What follows belongs to an exercise in optimizing a design on an open flow for small area; a production flow would make more cautious choices. The RTL was checked by simulation tests, not by an equivalence proof against the original design. Power figures rest on the tool's default switching activity, not on a simulated workload.

## alpha
==> flow/design.v <==
module tms6100_core (
    input  wire        clk,
    input  wire        rst,         
    input  wire        m0,
    input  wire        m1,
    input  wire        hclk,
    input  wire [3:0]  add,
    output wire        data_low,    
    input  wire        rise_ie,
    input  wire        fall_ie,
    input  wire        act_clr,
    output reg         act,
    input  wire        cfg_we,
    input  wire [5:0]  cfg_addr,
    input  wire [15:0] cfg_wdata,
    output wire [15:0] mem_addr,
    input  wire [7:0]  mem_rdata
);
    reg        bank_map  [0:15];
    reg [2:0]  bank_desc [0:15];
    always @(posedge clk) begin
        if (cfg_we && cfg_addr[5:4] == 2'b00) begin
            bank_map[cfg_addr[3:0]]  <= cfg_wdata[3];
            bank_desc[cfg_addr[3:0]] <= cfg_wdata[2:0];
        end
    end
    reg  [1:0]  ph;                  
    reg  [45:0] ring_e [0:3];        
    reg  [45:0] ring_o [0:3];        
    wire [1:0]  wpos   = cfg_addr[2:1] + ph + 2'd1;
    wire        we_b   = cfg_we & (cfg_addr[5:3] == 3'b100);
    wire        we_w   = cfg_we & (cfg_addr[5:3] == 3'b101);
    wire        we_l   = cfg_we & (cfg_addr[5:3] == 3'b110);
    integer p;
    always @(posedge clk) begin
        ph <= ph + 2'd1;
        for (p = 0; p < 4; p = p + 1) begin
            ring_e[p] <= ~ring_e[(p + 3) % 4];
            ring_o[p] <= ~ring_o[(p + 3) % 4];
            if (wpos == p[1:0]) begin
                if (!cfg_addr[0]) begin
                    if (we_b) ring_e[p][45:30] <= p[0] ? ~cfg_wdata        : cfg_wdata;
                    if (we_w) ring_e[p][29:15] <= p[0] ? ~cfg_wdata[14:0]  : cfg_wdata[14:0];
                    if (we_l) ring_e[p][14:0]  <= p[0] ? ~cfg_wdata[14:0]  : cfg_wdata[14:0];
                end else begin
                    if (we_b) ring_o[p][45:30] <= p[0] ? ~cfg_wdata        : cfg_wdata;
                    if (we_w) ring_o[p][29:15] <= p[0] ? ~cfg_wdata[14:0]  : cfg_wdata[14:0];
                    if (we_l) ring_o[p][14:0]  <= p[0] ? ~cfg_wdata[14:0]  : cfg_wdata[14:0];
                end
            end
        end
    end
    function automatic [17:0] inc18(input [17:0] x, input ci);
        integer i;
        reg c;
        begin
            c = ci;
            for (i = 0; i < 18; i = i + 1) begin
                inc18[i] = x[i] ^ c;
                c = x[i] & c;
            end
        end
    endfunction
    function automatic [15:0] add16(input [15:0] x, input [13:0] y);
        integer i;
        reg c, yi;
        begin
            c = 1'b0;
            for (i = 0; i < 16; i = i + 1) begin
                yi = (i < 14) ? y[i] : 1'b0;
                add16[i] = x[i] ^ yi ^ c;
                c = (x[i] & yi) | (x[i] & c) | (yi & c);
            end
        end
    endfunction
    function automatic less15(input [13:0] x, input [14:0] y);
        integer i;
        reg r, nx;
        begin
            r = 1'b0;
            for (i = 0; i < 15; i = i + 1) begin
                nx = (i < 14) ? ~x[i] : 1'b1;
                r = (nx & y[i]) | (nx & r) | (y[i] & r);
            end
            less15 = r;
        end
    endfunction
    localparam [1:0] S_IA = 2'd0,    
                     S_DM = 2'd1,    
                     S_FE = 2'd2,    
                     S_SQ = 2'd3;    
    localparam [2:0] Q_W0  = 3'd0,   
                     Q_C0  = 3'd1,   
                     Q_W1D = 3'd2,   
                     Q_W1  = 3'd3,   
                     Q_C1  = 3'd4;   
    reg [17:0] addr;
    reg [1:0]  st;
    reg [2:0]  cnt;
    reg        pend_a;       
    reg        pend_m;       
    reg        out_latch;
    reg        lat_pend;     
    reg        map;          
    reg [2:0]  dcur;         
    reg        ok_q;         
    reg        pad_q;        
    reg        match_q;      
    reg [7:0]  ptr_lo;       
    reg        m0_q, m1_q, hclk_q;
    wire m0_rise   = m0 & ~m0_q & rise_ie;
    wire m1_rise   = m1 & ~m1_q & rise_ie;
    wire hclk_fall = ~hclk & hclk_q & fall_ie;
    wire [13:0] off     = addr[13:0];
    wire [17:0] addr_p1 = inc18(addr, 1'b1);
    wire        match   = (dcur[2:1] + ph) == 2'd0;
    wire [45:0] fld     = dcur[0] ? ring_o[0] : ring_e[0];
    wire [15:0] base    = fld[45:30];
    wire [14:0] win     = fld[29:15];
    wire [14:0] len     = fld[14:0];
    wire        inwin  = less15(off, win);
    wire        pad    = ~less15(off, len);
    wire        val    = map & inwin & ~pad;     
    assign mem_addr = add16(base, off);
    wire ready  = (st == S_FE) & ok_q;
    wire dummy  = (st == S_DM) & map;
    assign data_low = ready & ~pend_a & ~out_latch;
    wire [2:0] nib_count = (st == S_IA) ? cnt : 3'd0;
    reg [17:0] addr_n;
    reg [1:0]  st_n;
    reg [2:0]  cnt_n;
    reg [7:0]  ptr_lo_n;
    reg        pend_a_n, pend_m_n, out_latch_n, act_n, lat_pend_n;
    always @* begin
        addr_n      = addr;
        st_n        = st;
        cnt_n       = cnt;
        ptr_lo_n    = ptr_lo;
        pend_a_n    = pend_a;
        pend_m_n    = pend_m;
        out_latch_n = out_latch;
        act_n       = act;
        lat_pend_n  = lat_pend;
        if (rst) begin
            st_n        = S_IA;
            cnt_n       = 3'd0;
            pend_a_n    = 1'b0;
            pend_m_n    = 1'b0;
            out_latch_n = 1'b1;
            act_n       = 1'b0;
            lat_pend_n  = 1'b0;
        end else if (st == S_SQ) begin
            case (cnt)
                Q_W0: begin
                    if (match) begin
                        pend_m_n = val;
                        cnt_n    = Q_C0;
                    end
                end
                Q_C0: begin
                    ptr_lo_n     = pend_m ? mem_rdata : 8'h00;
                    addr_n[13:0] = addr_p1[13:0];
                    pend_a_n     = &addr[13:0];
                    cnt_n        = Q_W1D;
                end
                Q_W1D: begin
                    cnt_n = Q_W1;
                end
                Q_W1: begin
                    if (match) begin
                        pend_m_n = val;
                        if (map) begin
                            cnt_n = Q_C1;
                        end else begin
                            st_n     = S_IA;     
                            cnt_n    = 3'd0;
                            pend_a_n = 1'b0;
                            pend_m_n = 1'b0;
                        end
                    end
                end
                default: begin
                    addr_n[7:0]  = ptr_lo;
                    addr_n[13:8] = pend_m ? mem_rdata[5:0] : 6'd0;
                    pend_a_n     = 1'b0;
                    pend_m_n     = 1'b0;
                    st_n         = S_FE;
                    cnt_n        = 3'd0;
                end
            endcase
        end else begin
            if (act_clr)
                act_n = 1'b0;
            if (lat_pend & match_q) begin
                out_latch_n = ~pad_q & mem_rdata[cnt];
                lat_pend_n  = 1'b0;
            end
            if (m1_rise) begin
                pend_a_n = 1'b1;
                act_n    = 1'b1;
            end
            if (m0_rise) begin
                act_n = 1'b1;
                if (st == S_IA) begin
                    cnt_n = 3'd0;            
                end else begin
                    pend_m_n = 1'b1;
                    if (ready)
                        lat_pend_n = 1'b1;
                end
            end
            if (hclk_fall) begin
                pend_a_n = 1'b0;
                pend_m_n = 1'b0;
                if (pend_a & ~pend_m) begin
                    case (nib_count)
                        3'd0: addr_n[3:0]   = add;
                        3'd1: addr_n[7:4]   = add;
                        3'd2: addr_n[11:8]  = add;
                        3'd3: addr_n[15:12] = add;
                        default: addr_n[17:16] = add[1:0];
                    endcase
                    if (nib_count == 3'd4) begin
                        st_n  = S_DM;
                        cnt_n = 3'd0;
                    end else begin
                        st_n  = S_IA;
                        cnt_n = nib_count + 3'd1;
                    end
                end else if (pend_a & pend_m) begin
                    if (dummy) begin
                        st_n  = S_SQ;        
                        cnt_n = Q_W0;
                    end else begin
                        st_n  = S_IA;        
                        cnt_n = 3'd0;
                    end
                end else if (pend_m) begin
                    if (dummy) begin
                        st_n  = S_FE;        
                        cnt_n = 3'd0;
                    end else if (cnt == 3'd7) begin
                        addr_n = addr_p1;    
                        st_n   = S_FE;
                        cnt_n  = 3'd0;
                    end else begin
                        cnt_n = cnt + 3'd1;
                    end
                end
            end
        end
    end
    wire       nxbank = (st == S_SQ) & pend_a & (cnt != Q_C1);
    wire [3:0] bank_l = addr[17:14] + {3'd0, nxbank};
    always @(posedge clk) begin
        m0_q      <= m0;
        m1_q      <= m1;
        hclk_q    <= hclk;
        addr      <= addr_n;
        st        <= st_n;
        cnt       <= cnt_n;
        ptr_lo    <= ptr_lo_n;
        pend_a    <= pend_a_n;
        pend_m    <= pend_m_n;
        out_latch <= out_latch_n;
        act       <= act_n;
        lat_pend  <= lat_pend_n;
        map       <= bank_map[bank_l];
        dcur      <= bank_desc[bank_l];
        match_q   <= match;
        if (match) begin
            ok_q  <= map & inwin;
            pad_q <= pad;
        end
    end
endmodule
Settings: LEC_CHECK=0, CAP_MARGIN=20, CORE_MARGIN=2, CORE_UTILIZATION=65, SLEW_MARGIN=20; clock period 12.0 ns.
standard.sh (not shown) runs the stock make flow with config.mk's settings and CLKGATE_MAP_FILE= SYNTH_SCRIPT=/design/flow/synth_recipe.tcl, a recipe that flattens the netlist after the stock synthesis.
==> flow/flow/run.sh <==
#!/bin/bash
# Standard synthesis and layout, with two changes to how the layout is made:
# - port buffers use the smallest buffer cell instead of the default one;
# - the clock tree clusters up to 30 sinks within 80 um per leaf buffer and
#   inserts no dummy loads.
# Each step's full output goes to a log file of its own in the work folder.
set -euo pipefail
export BUFFER_PORTS_ARGS="-buffer_cell sky130_fd_sc_hd__buf_1"
export CTS_ARGS="-sink_clustering_enable -repair_clock_nets -sink_clustering_size 30 -sink_clustering_max_diameter 80 -dont_use_dummy_load"
bash standard.sh synth > synth.log 2>&1
bash standard.sh floorplan > floorplan.log 2>&1
bash standard.sh place > place.log 2>&1
bash standard.sh cts > cts.log 2>&1
bash standard.sh route > route.log 2>&1
bash standard.sh finish > finish.log 2>&1
Changes in beta relative to alpha:
diff --git a/flow/design.v b/flow/design.v
--- a/flow/design.v
+++ b/flow/design.v
@@ -90,9 +90,8 @@
                      S_FE = 2'd2,    
                      S_SQ = 2'd3;    
     localparam [2:0] Q_W0  = 3'd0,   
                      Q_C0  = 3'd1,   
-                     Q_W1D = 3'd2,   
                      Q_W1  = 3'd3,   
                      Q_C1  = 3'd4;   
     reg [17:0] addr;
     reg [1:0]  st;
@@ -100,10 +99,8 @@
     reg        pend_a;       
     reg        pend_m;       
     reg        out_latch;
     reg        lat_pend;     
-    reg        map;          
-    reg [2:0]  dcur;         
     reg        ok_q;         
     reg        pad_q;        
     reg        match_q;      
     reg [7:0]  ptr_lo;       
@@ -112,8 +109,12 @@
     wire m1_rise   = m1 & ~m1_q & rise_ie;
     wire hclk_fall = ~hclk & hclk_q & fall_ie;
     wire [13:0] off     = addr[13:0];
     wire [17:0] addr_p1 = inc18(addr, 1'b1);
+    wire        nxbank  = (st == S_SQ) & pend_a & (cnt != Q_C1);
+    wire [3:0]  bank_l  = addr[17:14] + {3'd0, nxbank};
+    wire        map     = bank_map[bank_l];        
+    wire [2:0]  dcur    = bank_desc[bank_l];       
     wire        match   = (dcur[2:1] + ph) == 2'd0;
     wire [45:0] fld     = dcur[0] ? ring_o[0] : ring_e[0];
     wire [15:0] base    = fld[45:30];
     wire [14:0] win     = fld[29:15];
@@ -160,12 +161,9 @@
                 Q_C0: begin
                     ptr_lo_n     = pend_m ? mem_rdata : 8'h00;
                     addr_n[13:0] = addr_p1[13:0];
                     pend_a_n     = &addr[13:0];
-                    cnt_n        = Q_W1D;
-                end
-                Q_W1D: begin
-                    cnt_n = Q_W1;
+                    cnt_n        = Q_W1;
                 end
                 Q_W1: begin
                     if (match) begin
                         pend_m_n = val;
@@ -249,10 +247,8 @@
                 end
             end
         end
     end
-    wire       nxbank = (st == S_SQ) & pend_a & (cnt != Q_C1);
-    wire [3:0] bank_l = addr[17:14] + {3'd0, nxbank};
     always @(posedge clk) begin
         m0_q      <= m0;
         m1_q      <= m1;
         hclk_q    <= hclk;
@@ -264,10 +260,8 @@
         pend_m    <= pend_m_n;
         out_latch <= out_latch_n;
         act       <= act_n;
         lat_pend  <= lat_pend_n;
-        map       <= bank_map[bank_l];
-        dcur      <= bank_desc[bank_l];
         match_q   <= match;
         if (match) begin
             ok_q  <= map & inwin;
             pad_q <= pad;
Findings:
In beta the sequential share of layout area turned out 1.4 points lower than in alpha. Per the comparison of beta with alpha, clock power grew by about 1%; share of total power in combinational logic grew by 0.4 points; via count grew by 3.7%; area occupied by registers shrank by 0.76%. Against alpha, power in beta came out worse. Diff alpha -> beta | final hold slack | increase of 57 ps. Between alpha and beta, the flow reports met2 wirelength from detailed routing increasing by a few percent.

==> separate check: timing with driven ports <==
How much do the figures lean on ideal ports? The routed layouts below were timed once more, with nothing changed but the port constraints. Step 1, drivers: a clkbuf_16 drives clk and a buf_2 each remaining input, both assumed. Step 2, shift: input delay + t, output delay - t, t = (earliest + latest rising clock arrival at the registers) / 2. This alone moves slack from input paths to output paths. Three values: ideal, step 1, step 2; two values: the first two.
run | t, ns | slack for setup (ns) | worst register clock-pin slew, ns
alpha | 0.554 | 1.565 / 1.515 / 2.069 | 0.11 / 0.11
beta | 0.583 | 0.449 / 0.398 / 0.980 | 0.11 / 0.11
After both steps every run listed still meets setup and hold.
